From an optimization exercise on the open Yosys and OpenROAD flow, aimed at small area; shortcuts taken in it are not production practice.
The RTL was checked by simulation tests, not by an equivalence proof against the original design.
Power figures rest on the tool's default switching activity, not on a simulated workload.

// labibus_core
module labibus_core (
    input  wire         clk,
    input  wire         rst,
    input  wire         host_valid,
    output wire         host_ready,
    input  wire [1:0]   host_op,
    input  wire [7:0]   host_id,
    input  wire [15:0]  host_poll,
    input  wire [127:0] host_desc,
    input  wire [4:0]   host_desc_len,
    input  wire [63:0]  host_unit,
    input  wire [3:0]   host_unit_len,
    input  wire [31:0]  host_value,
    input  wire         rx_valid,
    input  wire [7:0]   rx_data,
    output wire         rx_ready,
    input  wire         turn_elapsed,
    input  wire         settle_elapsed,
    output wire         tx_valid,
    output reg  [7:0]   tx_data,
    input  wire         tx_ready,
    output wire         txc_clr,
    input  wire         txc,
    output reg          de,
    output reg          de_oe,
    output reg          uart_cfg_valid
);
    localparam [1:0] OP_CONFIGURE = 2'b01, OP_SET_VALUE = 2'b10;
    localparam [4:0] S_IDLE  = 5'd0,     
                     S_HW    = 5'd1,     
                     S_HC    = 5'd2,     
                     S_HL    = 5'd3,     
                     S_HA    = 5'd4,     
  ...
Size: roughly 3500 cells after synthesis, roughly 2100 flip-flops, about 290 I/O pins, about 52000 sq um of cells after synthesis.
export LEC_CHECK = 0
export CAP_MARGIN = 20
export CORE_MARGIN = 2
export CORE_UTILIZATION = 45
export PLACE_DENSITY = 0.65
export SLEW_MARGIN = 20
create_clock -name core_clock -period 20.0 [get_ports {clk}]
standard.sh (not shown) runs the stock make flow with config.mk's settings and CLKGATE_MAP_FILE= SYNTH_SCRIPT=/design/flow/synth_recipe.tcl, a recipe that flattens the netlist after the stock synthesis.
==> flow/flow/run.sh <==
#!/bin/bash
set -euo pipefail
export BUFFER_PORTS_ARGS="-buffer_cell sky130_fd_sc_hd__buf_1"
export CTS_ARGS="-sink_clustering_enable -repair_clock_nets -dont_use_dummy_load -sink_clustering_size 10 -sink_clustering_max_diameter 35 -buf_list {sky130_fd_sc_hd__clkbuf_4}"
bash standard.sh > standard_flow.log 2>&1
The baseline completed with no timing, DRC or antenna violations.
Change:
==> flow/flow/run.sh (replaced) <==
#!/bin/bash
set -euo pipefail
export BUFFER_PORTS_ARGS="-buffer_cell sky130_fd_sc_hd__buf_1"
export CTS_ARGS="-sink_clustering_enable -repair_clock_nets -dont_use_dummy_load -sink_clustering_size 12 -sink_clustering_max_diameter 32 -buf_list {sky130_fd_sc_hd__clkbuf_4}"
bash standard.sh > standard_flow.log 2>&1
After rerunning:
- global-route usage hardly moves
- worst setup slack is better by 0.0050 ns
- non-clock buffer count is unchanged
Change:
==> flow/flow/run.sh (replaced) <==
#!/bin/bash
set -euo pipefail
export BUFFER_PORTS_ARGS="-buffer_cell sky130_fd_sc_hd__buf_1"
export CTS_ARGS="-sink_clustering_enable -repair_clock_nets -dont_use_dummy_load -sink_clustering_size 11 -sink_clustering_max_diameter 40 -buf_list {sky130_fd_sc_hd__clkbuf_4}"
bash standard.sh > standard_flow.log 2>&1
Effect: Final area is lower slightly; total power is lower by a few percent; sequential share of layout area is higher by 0.61 points; maximum frequency drops slightly; routed wire length went down slightly; non-clock buffer count does not change.

========
Starting RTL as in the previous note.
Settings: LEC_CHECK=0, CAP_MARGIN=20, CORE_MARGIN=2, CORE_UTILIZATION=45, PLACE_DENSITY=0.65, SLEW_MARGIN=20; clock period 20.0 ns.
==> flow/flow/run.sh <==
#!/bin/bash
set -euo pipefail
export BUFFER_PORTS_ARGS="-buffer_cell sky130_fd_sc_hd__buf_1"
export CTS_ARGS="-sink_clustering_enable -repair_clock_nets -dont_use_dummy_load -sink_clustering_size 11 -sink_clustering_max_diameter 40 -buf_list {sky130_fd_sc_hd__clkbuf_4}"
bash standard.sh > standard_flow.log 2>&1
The first run went through all stages and came out clean.
Then changed:
==> flow/flow/run.sh (replaced) <==
#!/bin/bash
set -euo pipefail
export BUFFER_PORTS_ARGS="-buffer_cell sky130_fd_sc_hd__buf_1"
export CTS_ARGS="-sink_clustering_enable -repair_clock_nets -dont_use_dummy_load -sink_clustering_size 20 -sink_clustering_max_diameter 45 -buf_list {sky130_fd_sc_hd__clkbuf_8}"
bash standard.sh > standard_flow.log 2>&1
Outcome:
- power grows by a few percent
- design area grows slightly
- via count shrinks slightly
- area after synthesis is unchanged
- first-iteration DRC count barely changes

==> separate check: timing with driven ports <==
No port has a modelled driver above. Below, the same layouts with a new extraction and two added sets of constraints. Step 1: set_driving_cell puts a clkbuf_16 on clk and a buf_2 on each other input, an assumption about the parent block. Step 2, shift: input delay + t, output delay - t, t = (earliest + latest rising clock arrival at the registers) / 2. This alone moves slack from input paths to output paths. Slacks: ideal / step 1 / step 2; pairs: ideal / step 1.
| run | t, ns | slack for setup (ns) | worst hold slack (ns) | slew at the worst register clock pin (ns) |
|---|---|---|---|---|
| the first run of note 1 | 1.113 | 11.045 / 11.023 / 11.023 | 0.251 / 0.251 / 0.251 | 0.10 / 0.10 |
| the second run of note 1 | 1.115 | 11.050 / 11.028 / 11.028 | 0.251 / 0.251 / 0.251 | 0.12 / 0.12 |
| the third run of note 1 | 1.099 | 11.012 / 10.990 / 10.990 | 0.218 / 0.218 / 0.218 | 0.12 / 0.12 |
| the first run of note 2 | 1.099 | 11.012 / 10.990 / 10.990 | 0.218 / 0.218 / 0.218 | 0.12 / 0.12 |
| the second run of note 2 | 0.839 | 11.056 / 11.034 / 11.034 | 0.250 / 0.250 / 0.250 | 0.11 / 0.11 |
After both steps every run listed still meets setup and hold.
